From an optimization exercise on the open Yosys and OpenROAD flow, aimed at small area, a short achievable clock period and few clock cycles; shortcuts taken in it are not production practice.
The RTL was checked by simulation tests, not by an equivalence proof against the original design.
No activity file was given, so power comes from the tool's default toggle rates.

<file path="flow/design.v">
module phpb_serial (
    input  wire        clk,
    input  wire        rst,             
    input  wire        cfg_guard_en,    
    input  wire [16:0] cfg_max_len,     
    input  wire        cfg_drop_zero,   
    input  wire        rx_in_valid,
    output wire        rx_in_ready,
    input  wire [7:0]  rx_in_data,
    input  wire        rx_in_last,      
    output wire        rx_out_valid,
    input  wire        rx_out_ready,
    output wire [7:0]  rx_out_data,
    output wire        rx_out_sop,
    output wire        rx_out_eop,
    output wire [47:0] rx_out_hdr,      
    output wire [16:0] rx_out_tlen,     
    input  wire        tx_in_valid,
    output wire        tx_in_ready,
    input  wire [7:0]  tx_in_data,
    output wire        tx_out_valid,
    input  wire        tx_out_ready,
    output wire [7:0]  tx_out_data,
    output reg  [15:0] cnt_rx_pkt,
    output reg  [15:0] cnt_malformed,
    output reg  [15:0] cnt_zero_drop
);
    reg [15:0] m;           
    reg        g_never;     
    reg        g_always;    
    reg        dz;
    always @(posedge clk) begin
        m        <= cfg_max_len[15:0] - 16'd7;
        g_never  <= !cfg_guard_en || (cfg_max_len >= 17'd65542);
        g_always <= cfg_guard_en && (cfg_max_len < 17'd7);
        dz       <= cfg_drop_zero;
    end
    reg       rdy;
    reg       ib_v;
    reg [7:0] ib_d;
    reg       ib_l;
    reg       ib_ff;
    reg       ib_00;
    reg       ib_gt;        
    wire take = rx_in_valid && rdy;
    assign rx_in_ready = rdy;
    localparam S_HDR  = 2'd0;
    localparam S_BODY = 2'd1;
    localparam S_DISC = 2'd2;
    reg        pend;        
    reg [1:0]  st;
    reg        drop;
    reg [2:0]  hc;          
    reg [2:0]  cnt;         
    reg [2:0]  tot;         
    reg [47:0] sr;          
    reg        gth, eqh;    
    reg        zf;          
    reg [16:0] remain;      
    reg        ov, osop, oeop;
    reg [7:0]  od;
    reg        ev_pkt, ev_mal, ev_zero;
    wire other  = !ib_ff && !ib_00;
    wire absorb = !pend && ib_ff;           
    wire split  = pend && other;            
    wire [7:0] tdata = pend ? {8{!ib_00}} : ib_d;
    wire tlast  = ib_l && !split;
    wire tgt_lo = split ? (m[7:0] != 8'hFF) : ib_gt;
    wire too_long = g_always || (!g_never && (gth || (eqh && tgt_lo)));
    wire [7:0] top_byte = (tot == 3'd1) ? sr[7:0]   :
                          (tot == 3'd2) ? sr[15:8]  :
                          (tot == 3'd3) ? sr[23:16] :
                          (tot == 3'd4) ? sr[31:24] :
                          (tot == 3'd5) ? sr[39:32] : sr[47:40];
    wire [16:0] tlen_new = {1'b0, sr[7:0], tdata} + 17'd7;
    reg        acc;         
    reg        push;        
    reg        complete;    
    reg        hdr_ok;      
    reg        load;        
    reg        cons;        
    reg        n_pend, n_drop, n_ibv, n_ov;
    reg [1:0]  n_st;
    reg [2:0]  n_hc, n_cnt, n_tot;
    reg        body_end;
    reg        g_cons;      
    reg        n_other, n_ff, n_00;
    wire ofree = !ov || rx_out_ready;
    always @(*) begin
        acc      = 1'b0;
        push     = 1'b0;
        complete = 1'b0;
        hdr_ok   = 1'b0;
        body_end = 1'b0;
        n_st     = st;
        n_drop   = drop;
        n_hc     = hc;
        if (ib_v) begin
            if (absorb || st == S_DISC) begin
                acc = 1'b1;
            end else if (st == S_HDR) begin
                if (hc != 3'd5) begin
                    acc  = (tot != 3'd6);
                    push = acc;
                end else begin
                    acc  = (cnt == 3'd0) && !ov;
                    push = acc;
                    complete = acc;
                end
            end else begin  
                acc  = drop || ((tot != 3'd6) && !(ov && osop));
                push = acc && !drop;
            end
        end
        if (acc) begin
            if (st == S_DISC) begin
                if (tlast) n_st = S_HDR;
            end else if (st == S_HDR && !absorb) begin
                if (complete) begin
                    n_hc = 3'd0;
                    if (too_long) begin
                        n_st = tlast ? S_HDR : S_DISC;
                    end else begin
                        n_st   = S_BODY;
                        n_drop = dz && zf;
                        hdr_ok = !(dz && zf);
                    end
                end else begin
                    n_hc = hc + 3'd1;
                end
            end else if (st == S_BODY && !absorb) begin
                if (remain == 17'd7) begin
                    n_st = S_HDR;
                    body_end = 1'b1;
                end
            end
        end
        cons   = acc && !split;
        n_pend = acc ? absorb : pend;
        load = ofree && ((cnt != 3'd0) || hdr_ok);
        n_ov = ofree ? load : ov;
        if (complete) begin
            n_cnt = hdr_ok ? 3'd5 : 3'd0;
            n_tot = hdr_ok ? 3'd5 : 3'd0;
        end else begin
            n_cnt = cnt + {2'b00, push && st == S_BODY} - {2'b00, load};
            n_tot = tot + {2'b00, push} - {2'b00, load};
        end
        n_ibv = take || (ib_v && !cons);
        if (take) begin
            n_ff = (rx_in_data == 8'hFF);
            n_00 = (rx_in_data == 8'h00);
        end else begin
            n_ff = ib_ff;
            n_00 = ib_00;
        end
        n_other = !n_ff && !n_00;
        if (n_pend && n_other)
            g_cons = 1'b0;
        else if (n_st == S_DISC || (!n_pend && n_ff))
            g_cons = 1'b1;
        else if (n_st == S_HDR)
            g_cons = (n_hc != 3'd5) ? (n_tot != 3'd6) : ((n_cnt == 3'd0) && !n_ov);
        else
            g_cons = n_drop || ((n_tot != 3'd6) && !(n_ov && (ofree ? hdr_ok : osop)));
    end
    always @(posedge clk) begin
        if (take) begin
            ib_d  <= rx_in_data;
            ib_l  <= rx_in_last;
            ib_ff <= (rx_in_data == 8'hFF);
            ib_00 <= (rx_in_data == 8'h00);
            ib_gt <= (rx_in_data > m[7:0]);
        end
        if (push)
            sr <= {sr[39:0], tdata};
        if (acc && st == S_HDR && !absorb) begin
            if (hc == 3'd0) zf <= (tdata == 8'h00);
            if (hc == 3'd4) begin
                gth <= (tdata > m[15:8]);
                eqh <= (tdata == m[15:8]);
            end
        end
        if (complete)
            remain <= tlen_new;
        else if (acc && st == S_BODY && !absorb)
            remain <= remain - 17'd1;
        if (load) begin
            od   <= top_byte;
            osop <= hdr_ok;
            oeop <= (st != S_BODY) && (cnt == 3'd1);
        end
        if (rst) begin
            rdy     <= 1'b1;
            ib_v    <= 1'b0;
            pend    <= 1'b0;
            st      <= S_HDR;
            drop    <= 1'b0;
            hc      <= 3'd0;
            cnt     <= 3'd0;
            tot     <= 3'd0;
            ov      <= 1'b0;
            ev_pkt  <= 1'b0;
            ev_mal  <= 1'b0;
            ev_zero <= 1'b0;
        end else begin
            rdy     <= !n_ibv || g_cons;
            ib_v    <= n_ibv;
            pend    <= n_pend;
            st      <= n_st;
            drop    <= n_drop;
            hc      <= n_hc;
            cnt     <= n_cnt;
            tot     <= n_tot;
            ov      <= n_ov;
            ev_pkt  <= body_end && !drop;
            ev_mal  <= complete && too_long;
            ev_zero <= body_end && drop;
        end
    end
    always @(posedge clk) begin
        if (rst) begin
            cnt_rx_pkt    <= 16'd0;
            cnt_malformed <= 16'd0;
            cnt_zero_drop <= 16'd0;
        end else begin
            if (ev_pkt && cnt_rx_pkt != 16'hFFFF)
                cnt_rx_pkt <= cnt_rx_pkt + 16'd1;
            if (ev_mal && cnt_malformed != 16'hFFFF)
                cnt_malformed <= cnt_malformed + 16'd1;
            if (ev_zero && cnt_zero_drop != 16'hFFFF)
                cnt_zero_drop <= cnt_zero_drop + 16'd1;
        end
    end
    assign rx_out_valid = ov;
    assign rx_out_data  = od;
    assign rx_out_sop   = osop;
    assign rx_out_eop   = oeop;
    assign rx_out_hdr   = sr;
    assign rx_out_tlen  = remain;
    reg       trdy;
    reg       tov;
    reg [7:0] tod;
    reg       tpv, tpb;
    reg       sv;
    reg [7:0] sd;
    wire ttake  = tx_in_valid && trdy;
    wire tofree = !tov || tx_out_ready;
    wire in_sp  = (tx_in_data == 8'hFF) || (tx_in_data == 8'h00);
    wire sd_sp  = (sd == 8'hFF) || (sd == 8'h00);
    wire tdirect = tofree && !tpv && !sv;
    reg  n_sv;
    always @(*) begin
        n_sv = sv;
        if (tofree && !tpv && sv)
            n_sv = 1'b0;
        if (ttake && !tdirect)
            n_sv = 1'b1;
    end
    assign tx_in_ready = trdy;
    always @(posedge clk) begin
        if (tofree) begin
            if (tpv) begin
                tod <= {8{tpb}};
            end else if (sv) begin
                tod <= sd_sp ? 8'hFF : sd;
                tpb <= sd[0];
            end else if (ttake) begin
                tod <= in_sp ? 8'hFF : tx_in_data;
                tpb <= tx_in_data[0];
            end
        end
        if (ttake && !tdirect)
            sd <= tx_in_data;
        if (rst) begin
            trdy <= 1'b1;
            tov  <= 1'b0;
            tpv  <= 1'b0;
            sv   <= 1'b0;
        end else begin
            if (tofree) begin
                if (tpv) begin
                    tov <= 1'b1;
                    tpv <= 1'b0;
                end else if (sv) begin
                    tov <= 1'b1;
                    tpv <= sd_sp;
                end else if (ttake) begin
                    tov <= 1'b1;
                    tpv <= in_sp;
                end else begin
                    tov <= 1'b0;
                end
            end
            sv   <= n_sv;
            trdy <= !n_sv;
        end
    end
    assign tx_out_valid = tov;
    assign tx_out_data  = tod;
endmodule
</file>
<file path="flow/run.sh">
#!/bin/bash
# synth_recipe.tcl (not shown) runs the flow's synth.tcl, then flattens the netlist and writes it again
# the make line also repeats each setting of config.mk as NAME=value (left out here)
make -C /OpenROAD-flow-scripts/flow DESIGN_CONFIG=/design/flow/config.mk WORK_HOME=/design/flow/orfs CLKGATE_MAP_FILE= SYNTH_SCRIPT=/design/flow/synth_recipe.tcl finish
</file>
<file path="flow/config.mk">
export PLATFORM = sky130hd
export DESIGN_NAME = phpb_serial
export DESIGN_NICKNAME = phpb_serial
export VERILOG_FILES = /design/flow/design.v
export SDC_FILE = /design/flow/constraint.sdc
export NUM_CORES = 4
export LEC_CHECK = 0
export CAP_MARGIN = 20
export CORE_MARGIN = 2
export CORE_UTILIZATION = 40
export SETUP_SLACK_MARGIN = 2.5
export SLEW_MARGIN = 20
</file>
<file path="flow/constraint.sdc">
create_clock -name core_clock -period 6.0 [get_ports {clk}]
set_input_delay 1.2000 -clock core_clock [delete_from_list [all_inputs] [get_ports {clk}]]
set_output_delay 1.2000 -clock core_clock [all_outputs]
set_load 0.01 [all_outputs]
</file>
==> qor.txt, run 1 <==
Pre-Repair DR Iteration Count: 7
Crit path from: rx_out_ready
Crit-path max cell delay: 0.49 ns
Switch Pwr: 1160 uW
CP Max Fanout: 3
Core area: 23300 sq um
# diodes: 0
Seq pwr share: 45.1%
Antenna-violating nets left: 0
Crit path kind: input pin to flop
Worst-case clock buffer depth: 2
Pre-CTS WS: 1.65 ns
Reg2reg end: rdy$_SDFF_PP1_
Clock Latency Late Sink: 0.44 ns
LEAKAGE: 0.00454 uW
Fraction of registers with async set/reset: 0%
Die W: 158 um
Vias: 7373
Layout cell share with drive strength beyond 1: 9.81%
First-pass GRT wire length: 36600 um
RSZ-0062 raised after global routing: yes
CP Launch Type: input pin
Area taken by multi-input logic gates: 4300 sq um
Slowest library cell on the worst path: clkdlybuf4s50_1
CTS tree: built
Top-area cell type share of the netlist area: 33.4%
Worst reg2reg path depth: 18
Cell Chain, Critical Path: clkdlybuf4s50_1, nor2b_2, a21oi_4, ha_1, inv_1, ha_1, inv_1, fa_2, xnor2_2, xnor2_2, nor3b_2, o211ai_1, o211ai_1, a221oi_2, o31ai_1
Worst EP required: 6.34 ns
Post-synth top area cell: edfxtp_1
Type of the tightest min-delay check: flop to flop
Remaining DRCs: 0
H-tree depth: 4
I/O pins: 177
Via/cell ratio: 5.12
Synth-to-Final Area Change: 31.2%
Site Rows: 56
Primary FF master, synth: edfxtp_1
Fillers: 2144
Pwr Total: 3820 uW
Worst-Margin Slew: 0.894 ns
Peak supply drop: 0.168 mV
Detail Placement HPWL: 16600 um
Initial core utilization: 40.5%
Final wirelength: 23000 um
Vias in the first global route: 7035
Synthesized area: 9450 sq um
Final slew viol count: 0
Port bufs: 176
Int Pwr: 2660 uW
Max_slew headroom: 40.3%
Syn Area/Cell: 10.3 sq um
Die area: 24900 sq um
Setup Skew: 0.0147 ns
Final WS setup: 2.41 ns
Grt ovf: 0
All-layer global routing usage: 18.7%
Die height: 158 um
Switch share: 30.3%
Critical path arrival: 3.93 ns
Total CTS buffers: 17
Post-route setup TNS: 0 ns
Hold Vio Cnt, Final: 0
Post-synthesis register bit count: 197
Storage cell area: 5010 sq um
Initial antenna violation count: 0
Max_cap viols: 0
Sequential area share after synthesis: 52.8%
Crit path capture type: flop
Cells after Synth: 914
Hold path cells: 1
Combinational share of power: 25.9%
Initial DRC count: 337
Cell variety after synth: 74
CTS Root Cell: clkbuf_16
RR Startpoint: pend$_SDFF_PP0_
Post-synthesis net count: 989
Clock network fraction of design power: 29.1%
GPL Wtd Cong: 0.907
Tmin final: 3.59 ns
Status: complete, no violations
Hold Crit Start: drop$_SDFF_PP0_
Reg2reg setup slack: 2.41 ns
Final Cycle Share: 59.9%
Pwr dens: 308 nW/um^2
Nets: 1183
Top cells by area, synth: edfxtp_1, dfxtp_1, nor2_1
Final setup fails: 0
CTS clk-pin slew, worst paths: 0.07 ns
Largest net degree at the start of global routing: 69
Min-Delay Endpoint: ev_pkt$_SDFF_PP0_
Yosys warns: 1
Number of synthesized flops with an enable pin: 105
WL/cell: 16.0 um
F_max: 278 MHz
Clk sink count: 197
==> sequential cells by signal, summed over array words and instances, names as in the netlist, 2 cells and up <==
signal         flops
cnt_malformed     16
cnt_rx_pkt        16
hc                 3
st                 2
tot                3
m                 16
cnt                3
ib_d               8
sd                 8
tod                8
cnt_zero_drop     16
sr                48
remain            17
od                 8
==> per-stage QoR <==
step / instance area (sq um) / cells / utilization [%] / hold WS, ns
5_1_grt: 12400 / 1440 / 53.1 / 0.502
3_3_place_gp: 11600 / 1387 / 49.6 / 0.465
4_1_cts: 12400 / 1439 / 53.0 / 0.466
2_1_floorplan: 9500 / 914 / - / 0.412
6_report: 12400 / 1440 / 53.1 / 0.460
3_5_place_dp: 11600 / 1387 / 49.6 / 0.463
==> power by group through the flow <==
| stage | Combinational (uW) | Sequential [uW] | Clock, uW |
|---|---|---|---|
| global placement | 891 | 1750 | 0 |
| global route | 1100 | 1740 | 1200 |
| floorplan | 551 | 1740 | 0 |
| detailed placement | 899 | 1750 | 0 |
| CTS | 963 | 1720 | 1150 |
| finish | 987 | 1720 | 1110 |
==> cell usage after synthesis (3+ instances only) <==
master,instances
nand4_1,26
edfxtp_1,105
a31oi_1,6
o221ai_1,11
nor2_1,104
o31ai_1,6
a22oi_1,5
or4_1,6
a21oi_1,60
o21ai_0,31
o21a_1,4
and3_1,9
a221o_1,4
nor2b_1,20
dfxtp_1,92
o211ai_1,4
xnor2_1,34
a21o_1,13
o32ai_1,3
and4_1,4
and2_1,4
clkbuf_1,20
buf_6,3
nor3_1,20
nor4_1,11
nand3_1,19
inv_1,49
nor2_2,3
a221oi_1,5
xor2_1,42
nand3b_1,3
mux2i_1,7
ha_1,31
or3_1,11
nor3b_1,3
nand2b_1,12
nand2_1,80
==> worst max-delay path by stage <==
stage / end / slack (ns) / cells after the start
global placement: rdy$_SDFF_PP1_ / 1.69 / 15
global route: rdy$_SDFF_PP1_ / 2.16 / 20
detailed placement: rdy$_SDFF_PP1_ / 1.65 / 15
floorplan: rdy$_SDFF_PP1_ / 2.26 / 21
finish: rdy$_SDFF_PP1_ / 2.41 / 15
CTS: rdy$_SDFF_PP1_ / 2.34 / 18
==> metal layers <==
| metal | routed length, um | vias up | global-route usage (%) |
|---|---|---|---|
| met5 | 0 | - | 0 |
| met4 | 229 | 0 | 5.63 |
| met3 | 1130 | 18 | 3.70 |
| met2 | 11100 | 187 | 31.1 |
| met1 | 10500 | 3480 | 24.7 |
| li1 | - | 3688 | - |
==> worst max-delay path: cells and delay by family <==
| kind | cells | cell delay, ns |
|---|---|---|
| AO/OA/AOI/OAI | 5 | 0.84 |
| adder cells (fa/ha/maj) | 3 | 0.72 |
| buffers and inverters | 3 | 0.60 |
| XOR/XNOR | 2 | 0.32 |
| AND/OR/NAND/NOR | 2 | 0.26 |
==> cell usage in the layout (no fill, tap or decap), types with 6 or more instances in the layout <==
cell             Yosys  routed
a21oi_1             60      59
nor2b_1             20      19
nand2_1             80      79
nand4_1             26      26
clkdlybuf4s50_1      0     175
a31oi_1              6       6
xnor2_1             34      31
o21ai_0             31      28
dfxtp_2              0       6
ha_1                31      30
clkbuf_16            0      17
mux2i_1              7       7
or4_1                6       6
dfxtp_1             92      83
a21o_1              13      13
edfxtp_1           105     105
buf_4                1      23
nor3_1              20      18
and3_1               9       8
nor2_1             104     104
nand2b_1            12      11
o221ai_1            11      11
xor2_1              42      42
nor4_1              11      11
or3_1               11      11
nand3_1             19      19
inv_1               49      48
==> timing repair <==
item,4_1_cts,5_1_grt
gates resized for setup,23,5
pin swaps,19,9
hold buffers,0,0
setup endpoints to repair,3,1
gates cloned,2,0
buffers inserted,18,1
==> layout make-up <==
type | count | area share (%)
Clock buffer | 20 | 3.76
Clock inverter | 12 | 0.878
Inverter | 49 | 1.48
Multi-Input combinational cell | 644 | 34.7
Sequential cell | 197 | 40.4
Tap cell | 319 | 3.22
Timing Repair Buffer | 199 | 15.6
==> cells by family after synthesis <==
kind of cell,after synthesis,synth area share [%]
AND/OR/NAND/NOR,352,18.9
adder cells (fa/ha/maj),33,4.53
buffers and inverters,75,3.28
XOR/XNOR,76,7.04
multiplexers,9,0.979
flip-flops,197,52.8
AO/OA/AOI/OAI,172,12.4
Testbench counts, summed over its fixed seeds: cycles 123,313.
==> run 2: changes to the inputs <==
--- a/flow/config.mk
+++ b/flow/config.mk
@@ -10,3 +10,3 @@
 export CORE_UTILIZATION = 40
-export SETUP_SLACK_MARGIN = 2.5
+export SETUP_SLACK_MARGIN = 3.5
 export SLEW_MARGIN = 20
==> qor.txt, run 2 <==
Status: complete, no violations
Site Rows: 56 (unchanged)
CTS Root Cell: clkbuf_16
Vias in the first global route: 7286 (+3.6%)
CTS tree: built
Pre-Repair DR Iteration Count: 4 (-3)
CP bufs+invs: 4 (+1)
CP Launch Type: input pin
Pwr dens: 304 nW/um^2 (-1.4%)
Top-area cell type share of the netlist area: 33.4% (unchanged)
Hold Vio Cnt, Final: 0 (unchanged)
Die W: 158 um (unchanged)
Grt ovf: 0 (unchanged)
Die area: 24900 sq um (unchanged)
Worst EP required: 6.35 ns (about the same)
I/O pins: 177 (unchanged)
Post-synth top area cell: edfxtp_1
GPL Wtd Cong: 0.910 (+0.29%)
Max_slew headroom: 40.1% (-0.21 points)
Most common cell after layout, fill and taps aside: dlygate4sd2_1
Port bufs: 176 (unchanged)
Largest regs: sr x48, remain x17
Post-synthesis register bit count: 197 (unchanged)
First-pass GRT wire length: 37200 um (+1.5%)
Cell family with most CP delay: adder cells
WL/cell: 16.2 um (+1.2%)
Number of synthesized flops with an enable pin: 105 (unchanged)
Yosys warns: 1 (unchanged)
Clk sink count: 197 (unchanged)
Cells after Synth: 914 (unchanged)
M3 GR Usage: 4.11% (+0.41 points)
RSZ-0062 raised after global routing: yes
All-layer global routing usage: 19.1% (+0.36 points)
Number of flip-flops in the largest register: 48 (unchanged)
Nets: 1206 (+1.9%)
Final setup fails: 0 (unchanged)
Largest net degree at the start of global routing: 69 (unchanged)
# diodes: 0 (unchanged)
Cell variety after synth: 74 (unchanged)
Critical path arrival: 4.02 ns (+0.09 ns)
Die height: 158 um (unchanged)
Hold path cells: 1 (unchanged)
Worst reg2reg path depth: 21 (+3)
Initial DRC count: 381 (+13%)
Initial core utilization: 40.5% (unchanged)
Sequential area share after synthesis: 52.8% (unchanged)
GR peak layer: met2
Type of the tightest min-delay check: flop to flop
Crit path capture type: flop
LEAKAGE: 0.00507 uW (+12%)
CTS Hold Buffers Added: 0 (unchanged)
Met2 usage: 31.4% (+0.35 points)
Crit path kind: input pin to flop
Most flop-heavy register: sr
Core area: 23300 sq um (unchanged)
Setup Skew: 0.0132 ns (-0.00151 ns)
Synth cell count leaders: edfxtp_1, nor2_1, dfxtp_1
Fraction of registers with async set/reset: 0% (unchanged)
Top cells by area, synth: edfxtp_1, dfxtp_1, nor2_1
Primary FF master, synth: edfxtp_1
Worst-Margin Slew: 0.897 ns (+0.00307 ns)
GRT met1 Usage: 25.2% (+0.47 points)
Layout cell share with drive strength beyond 1: 15.0% (+5.2 points)
Via/cell ratio: 5.15 (+0.63%)
Max_cap viols: 0 (unchanged)
Remaining DRCs: 0 (unchanged)
Final WS setup: 2.33 ns (-0.0765 ns)
Cell Chain, Critical Path: clkdlybuf4s50_1, nor2b_2, a21oi_4, buf_4, ha_1, inv_2, ha_4, inv_1, fa_2, xnor2_2, xnor2_2, nor3b_2, o211ai_1, o211ai_1, a221oi_2, o31ai_1
CTS clk-pin slew, worst paths: 0.07 ns (about the same)
Worst-case clock buffer depth: 2 (unchanged)
Syn Area/Cell: 10.3 sq um (unchanged)
Detail Placement HPWL: 16600 um (-0.23%)
Tmin final: 3.67 ns (+0.0765 ns)
Clock Latency Late Sink: 0.43 ns (about the same)
Peak supply drop: 0.182 mV (+8.2%)
Final slew viol count: 0 (unchanged)
Crit-path max cell delay: 0.43 ns (-0.06 ns)
Initial antenna violation count: 0 (unchanged)
Count leader, synth: edfxtp_1
Total CTS buffers: 17 (unchanged)
Pre-CTS WS: 1.60 ns (-0.0468 ns)
H-tree depth: 4 (unchanged)
Antenna-violating nets left: 0 (unchanged)
Slowest library cell on the worst path: clkdlybuf4s50_1
Synthesized area: 9450 sq um (unchanged)
CP Max Fanout: 3 (unchanged)
Commonest non-fill, non-tap cells in the layout: dlygate4sd2_1, edfxtp_1, nor2_1
Post-route setup TNS: 0 ns (unchanged)
Post-synthesis net count: 989 (unchanged)
Final Cycle Share: 61.2% (+1.3 points)
Crit path depth: 16 (+1)
Synth-to-Final Area Change: 32.9%
F_max: 272 MHz (-2.1%)
Vias: 7538 (+2.2%)
Final wirelength: 23700 um (+2.8%)
==> run 2: final cells by class <==
class / count / area, sq um
Sequential cell: 197 / 5030
Tap cell: 319 / 399
Fill cell: 2200 / 10800
Multi-Input combinational cell: 644 / 4440
Inverter: 49 / 184
Clock buffer: 20 / 448
Timing Repair Buffer: 222 / 1940
Clock inverter: 12 / 114
==> run 2: through the flow <==
step                total power (uW)  cells  hold slack (ns)  instance area (sq um)  utilization (%)
floorplan                       2300    914            0.412                   9530                -
global placement                2650   1387            0.454                  11600             49.7
detailed placement              2660   1387            0.453                  11600             49.7
CTS                             3800   1456            0.464                  12400             53.2
global route                    4020   1463            0.483                  12600             53.8
finish                          3820   1463            0.461                  12600             53.8
==> run 2: routing by layer <==
layer	vias to the layer above	wire (um)
li1	3738	-
met5	-	0
met1	3569	10800
met2	202	11400
met4	0	410
met3	29	1150
==> run 2: cell families (layout without fill, tap and decap cells) <==
| logic type | after synthesis | in the layout | share of synthesized area (%) |
|---|---|---|---|
| adder cells (fa/ha/maj) | 33 | 33 | 4.53 |
| AO/OA/AOI/OAI | 172 | 172 | 12.4 |
| buffers and inverters | 75 | 303 | 3.28 |
| AND/OR/NAND/NOR | 352 | 354 | 18.9 |
| XOR/XNOR | 76 | 76 | 7.04 |
| flip-flops | 197 | 197 | 52.8 |
| multiplexers | 9 | 9 | 0.979 |
==> run 2: path summary, 6_finish.rpt <==
path	from	to	slack, ns
worst min register to register	drop$_SDFF_PP0_	ev_pkt$_SDFF_PP0_	0.46
worst min-delay path	drop$_SDFF_PP0_	ev_pkt$_SDFF_PP0_	0.46
worst max register to register	hc[1]$_SDFF_PP0_	rdy$_SDFF_PP1_	2.33
worst max-delay path	rx_out_ready	rdy$_SDFF_PP1_	2.33
==> run 2: power by group <==
part           internal, uW  leakage (uW)  switching (uW)  total, uW
Sequential             1590       0.00175             114       1710
Combinational           476       0.00304             535       1010
Clock                   561      0.000280             535       1100
==> run 2: timing repair <==
item	in CTS	in global routing
resized for setup	184	27
pin swaps	22	17
endpoints found under the setup margin	157	29
buffers inserted	35	7
gates cloned	2	0
==> run 3: changes to the inputs <==
--- a/flow/config.mk
+++ b/flow/config.mk
@@ -10,3 +10,2 @@
 export CORE_UTILIZATION = 40
-export SETUP_SLACK_MARGIN = 3.5
 export SLEW_MARGIN = 20
==> qor.txt, run 3 <==
Status: complete, no violations
Final Cycle Share: 78.9% (+18 points)
Post-CTS Setup Bufs: 0 (-100%)
CTS Hold Buffers Added: 0 (unchanged)
RSZ-0062 raised after global routing: no
CP bufs+invs: 3 (-1)
Core area: 23300 sq um (unchanged)
Max_slew headroom: 37.5% (-2.6 points)
Synth-to-Final Area Change: 28.3%
Reg2reg setup slack: 1.26 ns (-1.07 ns)
Fillers: 2176 (-1.1%)
GPL Wtd Cong: 0.873 (-4.0%)
Final wirelength: 22400 um (-5.3%)
Top cells by area, synth: edfxtp_1, dfxtp_1, nor2_1
Most flop-heavy register: sr
Cell family with most CP delay: simple AND/OR/NAND/NOR gates
Total CTS buffers: 17 (unchanged)
Vias: 7347 (-2.5%)
Clock Latency Late Sink: 0.43 ns (about the same)
Final Util: 52.0% (-1.9 points)
All-layer global routing usage: 18.1% (-0.99 points)
Cells after Synth: 914 (unchanged)
Vias in the first global route: 6873 (-5.7%)
CP Max Fanout: 25 (+22)
Post-route setup TNS: 0 ns (unchanged)
I/O pins: 177 (unchanged)
Detail Placement HPWL: 16600 um (+0.44%)
Primary FF master, synth: edfxtp_1
Cell variety after synth: 74 (unchanged)
Largest net degree at the start of global routing: 69 (unchanged)
Crit path capture type: flop
Remaining DRCs: 0 (unchanged)
Synth cell count leaders: edfxtp_1, nor2_1, dfxtp_1
Initial DRC count: 381 (unchanged)
Nets: 1162 (-3.6%)
Cts repair resizes: 0 (-100%)
First-pass GRT wire length: 35400 um (-4.7%)
Clk sink count: 197 (unchanged)
Number of synthesized flops with an enable pin: 105 (unchanged)
Count leader, synth: edfxtp_1
Most common cell after layout, fill and taps aside: clkdlybuf4s50_1
Initial antenna violation count: 0 (unchanged)
Setup Skew: 0.00949 ns (-0.00368 ns)
Post-synthesis register bit count: 197 (unchanged)
Final setup fails: 0 (unchanged)
Antenna-violating nets left: 0 (unchanged)
Sequential area share after synthesis: 52.8% (unchanged)
Slowest library cell on the worst path: or2_1
Die W: 158 um (unchanged)
Via/cell ratio: 5.18 (+0.49%)
H-tree depth: 4 (unchanged)
Number of flip-flops in the largest register: 48 (unchanged)
Top-area cell type share of the netlist area: 33.4% (unchanged)
Initial core utilization: 40.5% (unchanged)
Grt ovf: 0 (unchanged)
Worst EP required: 6.34 ns (about the same)
Crit-path max cell delay: 0.59 ns (+0.16 ns)
Pwr dens: 311 nW/um^2 (+2.5%)
Post-synth top area cell: edfxtp_1
CTS clk-pin slew, worst paths: 0.07 ns (about the same)
Layout cell share with drive strength beyond 1: 5.64% (-9.4 points)
Die area: 24900 sq um (unchanged)
# diodes: 0 (unchanged)
Port bufs: 176 (unchanged)
Die height: 158 um (unchanged)
Hold Vio Cnt, Final: 0 (unchanged)
Commonest non-fill, non-tap cells in the layout: clkdlybuf4s50_1, edfxtp_1, nor2_1
Critical path arrival: 5.08 ns (+1.06 ns)
Synthesized area: 9450 sq um (unchanged)
Tmin final: 4.74 ns (+1.07 ns)
Syn Area/Cell: 10.3 sq um (unchanged)
Cell Chain, Critical Path: nand2b_1, nand3_2, or2_1, nor2_2, nand2_1, a21oi_1, buf_4, ha_1, inv_1, ha_1, inv_1, fa_1, xnor2_1, xnor2_1, nor3b_1, o211ai_1, o211ai_1, a221oi_2, o31ai_1
Fraction of registers with async set/reset: 0% (unchanged)
Crit path kind: flop to flop
CTS tree: built
Type of the tightest min-delay check: flop to flop
Yosys warns: 1 (unchanged)
Peak supply drop: 0.174 mV (-4.6%)
Site Rows: 56 (unchanged)
Pre-Repair DR Iteration Count: 5 (+1)
LEAKAGE: 0.00437 uW (-14%)
WL/cell: 15.8 um (-2.3%)
Worst-Margin Slew: 0.928 ns (+0.0305 ns)
Post-synthesis net count: 989 (unchanged)
Final hold slack: 0.464 ns (+0.00287 ns)
F_max: 211 MHz (-23%)
Final slew viol count: 0 (unchanged)
CTS Root Cell: clkbuf_16
CP Launch Type: flop
Max_cap viols: 0 (unchanged)
Worst-case clock buffer depth: 2 (unchanged)
Largest regs: sr x48, remain x17
==> run 3: cell counts after synthesis <==
No cell type changed its count.
==> run 3: kinds of logic after synthesis <==
| kind of cell | synth area share, % |
|---|---|
| AND/OR/NAND/NOR | 18.9 |
| flip-flops | 52.8 |
| AO/OA/AOI/OAI | 12.4 |
| XOR/XNOR | 7.04 |
| buffers and inverters | 3.28 |
| adder cells (fa/ha/maj) | 4.53 |
| multiplexers | 0.979 |
==> run 3: area by class of cell <==
class                      instances  area, sq um  share of cell area (%)
clock buffer                      17          425                    3.51
clock inverter                    15          185                    1.53
multi-input combinational        642         4150                    34.2
inverter                          49          184                    1.52
sequential                       197         4990                    41.2
tap                              319          399                    3.29
timing repair buffer             180         1790                    14.7
==> run 3: worst paths after layout <==
kind                        start           endpoint  depth (start not counted)
setup / recovery  pend$_SDFF_PP0_     rdy$_SDFF_PP1_                         19
hold / removal    drop$_SDFF_PP0_  ev_pkt$_SDFF_PP0_                          1
setup reg to reg  pend$_SDFF_PP0_     rdy$_SDFF_PP1_                         19
hold reg to reg   drop$_SDFF_PP0_  ev_pkt$_SDFF_PP0_                          1
==> run 3: routing by layer <==
layer | vias to the layer above | wire, um | track usage, %
li1 | 3634 | - | -
met1 | 3486 | 10300 | 23.9
met2 | 207 | 10500 | 29.9
met3 | 20 | 1290 | 3.70
met4 | 0 | 282 | 5.37
met5 | - | 0 | 0
==> run 3: report_power, final <==
part	switching, uW	total [uW]	internal (uW)
clock	549	1180	635
combinational	442	860	418
sequential	136	1730	1590
==> run 3: stage by stage <==
step           total power (uW)  cell area (sq um)  cells  setup WS, ns
2_1_floorplan              2270               9450    914          1.49
6_report                   3770              12100   1419          1.26
3_3_place_gp               2610              11500   1387          1.45
3_5_place_dp               2630              11500   1387          1.31
4_1_cts                    3810              12100   1419          1.30
5_1_grt                    3970              12100   1419         0.762

[separate check: timing with driven ports]
No port has a modelled driver above. Below, the same layouts with a new extraction and two added sets of constraints.
Step 1 sets driving cells, clkbuf_16 on the clock port and buf_2 on the other inputs (assumed; they add their load-dependent delay and slew).
Step 2 moves the port delays by t, midway between the first and last clock arrival at a register: inputs arrive t later, outputs are due t later. That takes back most of the time a late clock gives input paths.
a / b / c = ideal ports / drivers / drivers and shift; a / b = the first two.
run	t, ns	setup slack, ns	hold WS [ns]	worst slew at a driven data input, ns
run 1	0.476	2.407 / 2.399 / 1.924	0.460 / 0.460 / 0.460	0.05
run 2	0.476	2.330 / 2.330 / 1.862	0.461 / 0.461 / 0.461	0.05
run 3	0.474	1.264 / 1.264 / 1.264	0.464 / 0.464 / 0.464	0.05
After both steps every run listed still meets setup and hold. For run 1, which loses most, drivers alone change the setup slack by -0.008 ns; drivers and shift together by -0.483 ns.
